Source: an optimization exercise on an open RTL-to-GDS flow (aim: small area). Production flows keep margins and buffers that such runs may drop. The RTL was checked by simulation tests, not by an equivalence proof against the original design. Power and IR drop assume default switching activity.

==> flow/design.v <==
module crc_frame_engine (
    input  wire        clk,
    input  wire        rst,         
    input  wire        req_valid,
    output wire        req_ready,
    input  wire        req_write,
    input  wire [6:0]  req_addr,    
    input  wire [1:0]  req_size,    
    input  wire [31:0] req_wdata,
    output reg         rsp_valid,
    output reg         rsp_err,     
    output reg  [31:0] rsp_rdata
);
    function [15:0] crc_step;
        input [15:0] c_in;
        input [7:0]  b;
        reg   [15:0] c;
        integer      i;
        begin
            c = c_in ^ {b, 8'h00};
            for (i = 0; i < 8; i = i + 1)
                c = c[15] ? ({c[14:0], 1'b0} ^ 16'h1021) : {c[14:0], 1'b0};
            crc_step = c;
        end
    endfunction
    function [7:0] cmdframe_byte;
        input [3:0] idx;
        begin
            case (idx)
                4'd0:    cmdframe_byte = 8'h0A;
                4'd1:    cmdframe_byte = 8'h24;
                4'd8:    cmdframe_byte = 8'h0F;
                4'd9:    cmdframe_byte = 8'h72;
                default: cmdframe_byte = 8'h00;
            endcase
        end
    endfunction
    localparam [2:0] PRES_NONE     = 3'd0,
                     PRES_OK       = 3'd1,
                     PRES_SHORT    = 3'd2,
                     PRES_BADSTART = 3'd3,
                     PRES_CRCERR   = 3'd4;
    localparam [3:0] OP_NOP       = 4'h0,
                     OP_CRC_INIT  = 4'h1,
                     OP_CRC_BYTE  = 4'h2,
                     OP_CRC_RANGE = 4'h3,
                     OP_BUF_CLEAR = 4'h4,
                     OP_BUF_PUSH  = 4'h5,
                     OP_PARSE     = 4'h6;
    localparam [1:0] ST_IDLE  = 2'd0,
                     ST_RANGE = 2'd1,
                     ST_PARSE = 2'd2;
    reg [15:0]  crc;
    reg [119:0] buf_q;         
    reg [3:0]   count;
    reg [2:0]   pres;
    reg         cmd_err;
    reg         ovf;
    reg [15:0]  dist_mm;
    reg [15:0]  magnitude;
    reg [7:0]   mag_exp;
    reg [7:0]   ambient;
    reg [15:0]  precision;
    reg [15:0]  calc_crc;
    reg [15:0]  recv_crc;
    reg [1:0]   state;
    reg [15:0]  work_crc;
    reg [3:0]   idx;
    reg [3:0]   remaining;
    reg         src_rom;
    assign req_ready = (state == ST_IDLE);
    wire accept = req_valid && req_ready;
    wire bus_ok = (req_size == 2'd2) && (req_addr[1:0] == 2'b00);
    function [7:0] buf_byte;
        input [119:0] b;
        input [3:0]   i;
        begin
            buf_byte = (i < 4'd15) ? b[8*i +: 8] : 8'h00;
        end
    endfunction
    wire [31:0] w      = req_wdata;
    wire [3:0]  cmd_op = w[3:0];
    wire [7:0]  cmd_a  = w[15:8];
    wire [7:0]  cmd_len = w[23:16];
    wire        cmd_src = w[4];
    reg cmd_legal;
    always @(*) begin
        case (cmd_op)
            OP_NOP, OP_CRC_INIT, OP_BUF_CLEAR, OP_PARSE:
                cmd_legal = (w[31:4] == 28'd0);
            OP_CRC_BYTE, OP_BUF_PUSH:
                cmd_legal = (w[31:16] == 16'd0) && (w[7:4] == 4'd0);
            OP_CRC_RANGE:
                cmd_legal = (w[31:24] == 8'd0) && (w[7:5] == 3'd0);
            default:
                cmd_legal = 1'b0;
        endcase
    end
    wire [8:0] range_end   = {1'b0, cmd_a} + {1'b0, cmd_len};
    wire [8:0] range_limit = cmd_src ? 9'd10 : {5'd0, count};
    wire       range_ok    = (range_end <= range_limit);
    reg [31:0] read_value;
    always @(*) begin
        case (req_addr[6:2])
            5'h01: read_value = {26'd0, ovf, cmd_err, 1'b0, pres};
            5'h02: read_value = {16'd0, crc};
            5'h03: read_value = {28'd0, count};
            5'h04: read_value = buf_q[31:0];
            5'h05: read_value = buf_q[63:32];
            5'h06: read_value = buf_q[95:64];
            5'h07: read_value = {8'd0, buf_q[119:96]};
            5'h08: read_value = {16'd0, dist_mm};
            5'h09: read_value = {8'd0, mag_exp, magnitude};
            5'h0A: read_value = {24'd0, ambient};
            5'h0B: read_value = {16'd0, precision};
            5'h0C: read_value = {recv_crc, calc_crc};
            5'h10: read_value = 32'h0000240A;
            5'h11: read_value = 32'h00000000;
            5'h12: read_value = 32'h0000720F;
            default: read_value = 32'd0;
        endcase
    end
    wire [7:0]  walk_byte = src_rom ? cmdframe_byte(idx) : buf_byte(buf_q, idx);
    wire [15:0] walk_next = crc_step(work_crc, walk_byte);
    wire [15:0] frame_recv = {buf_q[8*13 +: 8], buf_q[8*14 +: 8]};
    always @(posedge clk) begin
        if (rst) begin
            crc       <= 16'hFFFF;
            buf_q     <= 120'd0;
            count     <= 4'd0;
            pres      <= PRES_NONE;
            cmd_err   <= 1'b0;
            ovf       <= 1'b0;
            dist_mm   <= 16'd0;
            magnitude <= 16'd0;
            mag_exp   <= 8'd0;
            ambient   <= 8'd0;
            precision <= 16'd0;
            calc_crc  <= 16'd0;
            recv_crc  <= 16'd0;
            state     <= ST_IDLE;
            work_crc  <= 16'hFFFF;
            idx       <= 4'd0;
            remaining <= 4'd0;
            src_rom   <= 1'b0;
            rsp_valid <= 1'b0;
            rsp_err   <= 1'b0;
            rsp_rdata <= 32'd0;
        end else begin
            rsp_valid <= 1'b0;
            case (state)
            ST_IDLE: begin
                if (accept) begin
                    rsp_valid <= 1'b1;
                    rsp_err   <= !bus_ok;
                    rsp_rdata <= 32'd0;
                    if (bus_ok && !req_write) begin
                        rsp_rdata <= read_value;
                    end else if (bus_ok && req_write) begin
                        case (req_addr[6:2])
                        5'h00: begin  
                            if (!cmd_legal) begin
                                cmd_err <= 1'b1;
                            end else begin
                                case (cmd_op)
                                OP_CRC_INIT: crc <= 16'hFFFF;
                                OP_CRC_BYTE: crc <= crc_step(crc, cmd_a);
                                OP_CRC_RANGE: begin
                                    if (!range_ok) begin
                                        cmd_err <= 1'b1;
                                    end else if (cmd_len == 8'd0) begin
                                        crc <= 16'hFFFF;
                                    end else begin
                                        rsp_valid <= 1'b0;
                                        state     <= ST_RANGE;
                                        work_crc  <= 16'hFFFF;
                                        idx       <= cmd_a[3:0];
                                        remaining <= cmd_len[3:0];
                                        src_rom   <= cmd_src;
                                    end
                                end
                                OP_BUF_CLEAR: begin
                                    buf_q <= 120'd0;
                                    count <= 4'd0;
                                end
                                OP_BUF_PUSH: begin
                                    if (count == 4'd15) begin
                                        ovf <= 1'b1;
                                    end else begin
                                        buf_q[8*count +: 8] <= cmd_a;
                                        count <= count + 4'd1;
                                    end
                                end
                                OP_PARSE: begin
                                    if (count != 4'd15) begin
                                        pres <= PRES_SHORT;
                                    end else if (buf_q[7:0] != 8'h0A) begin
                                        pres <= PRES_BADSTART;
                                    end else begin
                                        rsp_valid <= 1'b0;
                                        state     <= ST_PARSE;
                                        work_crc  <= 16'hFFFF;
                                        idx       <= 4'd2;
                                        remaining <= 4'd11;
                                        src_rom   <= 1'b0;
                                    end
                                end
                                default: ;  
                                endcase
                            end
                        end
                        5'h01: begin  
                            if (w[4]) cmd_err <= 1'b0;
                            if (w[5]) ovf     <= 1'b0;
                        end
                        5'h02: crc <= w[15:0];
                        default: ;  
                        endcase
                    end
                end
            end
            ST_RANGE: begin
                work_crc  <= walk_next;
                idx       <= idx + 4'd1;
                remaining <= remaining - 4'd1;
                if (remaining == 4'd1) begin
                    crc       <= walk_next;
                    state     <= ST_IDLE;
                    rsp_valid <= 1'b1;
                end
            end
            ST_PARSE: begin
                work_crc  <= walk_next;
                idx       <= idx + 4'd1;
                remaining <= remaining - 4'd1;
                if (remaining == 4'd1) begin
                    calc_crc  <= walk_next;
                    recv_crc  <= frame_recv;
                    state     <= ST_IDLE;
                    rsp_valid <= 1'b1;
                    if (walk_next == frame_recv) begin
                        pres      <= PRES_OK;
                        dist_mm   <= {buf_q[8*5 +: 8],  buf_q[8*6 +: 8]};
                        magnitude <= {buf_q[8*7 +: 8],  buf_q[8*8 +: 8]};
                        mag_exp   <= buf_q[8*9 +: 8];
                        ambient   <= buf_q[8*10 +: 8];
                        precision <= {buf_q[8*11 +: 8], buf_q[8*12 +: 8]};
                    end else begin
                        pres <= PRES_CRCERR;
                    end
                end
            end
            default: state <= ST_IDLE;
            endcase
        end
    end
endmodule
==> flow/constraint.sdc <==
create_clock -name core_clock -period 6.0 [get_ports {clk}]
set_input_delay 1.2000 -clock core_clock [delete_from_list [all_inputs] [get_ports {clk}]]
set_output_delay 1.2000 -clock core_clock [all_outputs]
set_load 0.01 [all_outputs]
==> flow/config.mk <==
export PLATFORM = sky130hd
export DESIGN_NAME = crc_frame_engine
export DESIGN_NICKNAME = crc_frame_engine
export VERILOG_FILES = /design/flow/design.v
export SDC_FILE = /design/flow/constraint.sdc
export NUM_CORES = 4
export LEC_CHECK = 0
export CAP_MARGIN = 20
export CORE_MARGIN = 2
export CORE_UTILIZATION = 40
export SLEW_MARGIN = 20
==> flow/run.sh <==
#!/bin/bash
# synth_recipe.tcl (not shown) runs the flow's synth.tcl, then flattens the netlist and writes it again
# the make line also repeats each setting of config.mk as NAME=value (left out here)
make -C /OpenROAD-flow-scripts/flow DESIGN_CONFIG=/design/flow/config.mk WORK_HOME=/design/flow/orfs CLKGATE_MAP_FILE= SYNTH_SCRIPT=/design/flow/synth_recipe.tcl finish
==> summary.txt <==
## critical path, delay by kind of cell, from the launching register on
kind / cells / cell delay, ns
flops: 1 / 0.87
simple gates: 3 / 1.44
compound gates: 7 / 2.28
buf+inv: 1 / 0.48
## power breakdown
group / switching, mW / leakage, nW / internal, mW
Sequential: 0.000337 / 2.43 / 2.01
Combinational: 0.136 / 3.22 / 0.0704
Clock: 0.878 / 0.539 / 1.22
Total: 1.02 / 6.19 / 3.30
## synthesized netlist by cell type, drive strengths merged, types with 4 or more instances
library cell	count
nand2b	17
nand2	143
o31ai	64
nand4	75
a22o	16
o22ai	22
a22oi	188
a2111oi	4
dfxtp	302
a211o	17
nor3	24
o221ai	9
clkbuf	128
a221oi	24
mux4	6
buf	53
a32oi	38
inv	31
or2	4
or3	7
ha	24
and2	8
xnor2	27
nor2b	34
and3	13
mux2	11
a222oi	8
a31oi	4
o21a	5
and4	4
nor4	13
mux2i	59
a21oi	129
o211ai	10
nor2	239
nand3	55
o21ai	62
a211oi	15
nand3b	6
xor2	26
## path summary, 6_finish.rpt
check	from	end	slack (ns)
hold / removal	recv_crc[14]$_SDFFE_PP0P_	recv_crc[14]$_SDFFE_PP0P_	0.45
setup / recovery	idx[2]$_SDFFE_PP0P_	precision[7]$_SDFFE_PP0P_	0.70
hold reg to reg	recv_crc[14]$_SDFFE_PP0P_	recv_crc[14]$_SDFFE_PP0P_	0.45
setup reg to reg	idx[2]$_SDFFE_PP0P_	precision[7]$_SDFFE_PP0P_	0.70
## through the flow
step                instances  setup slack, ns  hold WS (ns)  instance area [µm²]
finish                   2540            0.697         0.454                19300
global route             2536            0.515         0.474                19200
CTS                      2536            0.877         0.458                19200
detailed placement       2481            0.724         0.448                18200
global placement         2481            0.835         0.438                18100
floorplan                1979             1.60         0.436                16800
## logic make-up (layout without fill, tap and decap cells)
logic type / after synthesis / in the layout / share of synthesized area [%]
simple gates: 659 / 659 / 18.8
compound gates: 645 / 645 / 29.1
flops: 302 / 302 / 36.0
buf+inv: 214 / 232 / 5.69
mux: 76 / 76 / 5.05
xor+xnor: 58 / 58 / 3.55
fa+ha+maj: 25 / 25 / 1.90
other cells: 0 / 4 / 0
## sequential cells by signal (all words and copies together) (netlist names), 8 cells and up
signal     flops
dist_mm       16
mag_exp        8
precision     16
buf_q        120
recv_crc      16
rsp_rdata     32
calc_crc      16
crc           16
work_crc      16
magnitude     16
ambient        8
## layer usage
layer | vias up | GRT usage (%) | share of wire, %
met5 | - | 0 | 0.017
met4 | 2 | 18.1 | 6.1
met3 | 245 | 9.02 | 13
met2 | 1135 | 48.0 | 41
met1 | 8245 | 44.9 | 40
li1 | 7443 | - | -
## final cells by class
type	count	share of cell area [%]
Multi-Input combinational cell	1463	51.4
Inverter	33	0.643
Antenna cell	4	0.0520
Clock inverter	11	0.598
Tap cell	539	3.50
Sequential cell	302	31.4
Timing Repair Buffer	144	7.31
Clock buffer	44	5.04
## cell usage in the layout, fill, tap and decap left out, types with 8 or more instances in the layout
cell and instances:
dfxtp_1 301, nor2_1 232, a22oi_1 188, nand2_1 141
a21oi_1 127, clkdlybuf4s50_1 78, nand4_1 74, o31ai_2 60
o21ai_0 59, mux2i_1 59, nand3_1 55, buf_4 55
a32oi_1 38, clkbuf_16 35, nor2b_1 33, inv_1 31
xnor2_1 26, xor2_1 25, ha_1 24, nor3_1 22
a221oi_1 22, o22ai_1 22, nand2b_1 17, a211o_1 17
a22o_1 16, a211oi_1 15, and3_1 12, mux2_2 11
nor4_1 10, o211ai_1 10, buf_12 10, a222oi_1 8
o221ai_1 8
==> reports/qor.csv <==
stage;metric;value;unit
clock_tree;clock_sinks;302;
timing;fin_skew;0.0134;ns
power;p_per_area;224;nW/µm²
timing;max_slew_margin;19.9;%
placed_design;io_buffer_count;79;
yosys;synthDistinctLibCells;94;
clock_tree;postCtsHoldBufs;0;
yosys;syn_area;16800;µm²
yosys;yosys.area.top_type_share;36.0;%
drt;routed_via_density;6.72;
yosys;synth-main-ff-cell;dfxtp_1;
drt;drcViolationCount;0;
clock_tree;cts_tree;yes;
clock_tree;htreeDepth;2;
critical_path;setup.worst_path.class;flip-flop to flip-flop;
yosys;ys_top_cells_by_area;dfxtp_1 36%, a22oi_1 8.4%, nor2_1 5.3%;
timing;setup_tns;0;ns
drt;drt-pass1-iter-count;6;
critical_path;start_kind;flip-flop;
floorplanning;fp.dieW;209;µm
floorplanning;core_area;41800;µm²
floorplanning;die-area;43700;µm²
clock_tree;cts.repair.resized;0;
drt;drt-initial-drc-count;2552;
timing;period_needed;5.30;ns
placed_design;dp_hpwl;52.2;mm
floorplanning;fp.dieH;209;µm
grt;grt_pass1_vias;15844;
floorplanning;start_util;40.3;%
clock_tree;clk_path_buf_depth;3;
drt;wire_per_inst;29.4;µm
drt;vias;17070;
critical_path;crit_chain;and2b_1 -> a22oi_1 -> a221oi_1 -> a2111oi_2 -> nand2_1 -> a32o_1 -> a211oi_1 -> nand4_4 -> buf_4 -> o31ai_2 -> a21oi_1;
final_layout;area_growth;14.5;%
timing;hold_viol_final;0;
critical_path;critical_path.max_stage_delay;0.87;ns
grt;grt_use_total;33.2;%
final_layout;final_util;46.1;%
final_layout;register_area;6050;µm²
floorplanning;ioPinCount;80;
drt;finalWirelength;74.7;mm
grt;grt_antenna_before_repair;1;
job;drv_cap;0;
timing;min_period_over_period;88.4;%
placed_design;routabilityCongestion;1.02;
grt;grt_start_max_net_pins;209;
critical_path;cp.required;6.36;ns
clock_tree;worstSkewPairLatency;0.53;ns
timing;drv_slew;0;
clock_tree;cts-root-buf;clkbuf_16;
power;p_total;4.31;mW
floorplanning;rows;75;
yosys;yosysTopAreaCell;dfxtp_1;
worst_hold_path;min_path_type;flip-flop to flip-flop;
power;p_leak;6.19;nW
final_layout;multiInputGateArea;9910;µm²
drt;ant_nets;0;
final_layout;nets;2048;
critical_path;worstRegToRegCells;11;
clock_tree;clk_pin_slew;0.06;ns
power;max-vdd-ir-drop;244;µV
timing;clock.fmax;189;MHz
grt;grt_overflow;0;
yosys;syn_nets;2049;
final_layout;drive_above_1_share;11.8;%
timing;grt_setup_unrepaired;no;
yosys;async_reset_ff_share;0;%
critical_path;cp-end-kind;flip-flop;
critical_path;arrival;5.66;ns
run_status;status;complete, no violations;
grt;grt_first_pass_wirelength;109;mm
critical_path;cpMaxStageDelayCell;dfxtp_1;
yosys;synth_edf_count;0;
worst_hold_path;hold_depth;2;
critical_path;crit_fanout;30;
clock_tree;numCtsBuffers;34;
yosys;synth-seq-cells;302;
yosys;netlist_instances;1979;
clock_tree;postCtsSetupBuffers;0;
yosys;synth_warnings;1;
timing;setup-violations-final;0;
final_layout;fill_cells;4019;
yosys;yosysSeqAreaShare;36.0;%
timing;tightest_slew;1.20;ns
yosys;synth.avg_cell_area;8.50;µm²

-- port drivers added, routing unchanged --
Ports are ideal in the flow. The routed layout listed here was re-timed in OpenROAD.
Step 1 (the two cells are an assumption about what drives the block):
set clk [get_ports {clk}]
set_driving_cell -lib_cell sky130_fd_sc_hd__clkbuf_16 $clk
set_driving_cell -lib_cell sky130_fd_sc_hd__buf_2 [delete_from_list [all_inputs] $clk]
Step 2 adds t to the input delays and takes it off the output delays; t is the mean of the earliest and latest rising clock arrival at the registers after step 1. Input paths then give back, and output paths get back, about the clock's delay inside the block.
a / b / c = no drivers / after step 1 / after step 2; a / b = the first two.
shift t [ns]: 0.579
slack for setup (ns): 0.697 / 0.697 / 0.623
worst slew at a driven data input, ns: 0.04
After both steps setup and hold are still met in this run. For this run, drivers alone change the setup slack by 0.000 ns; drivers and shift together by -0.074 ns.
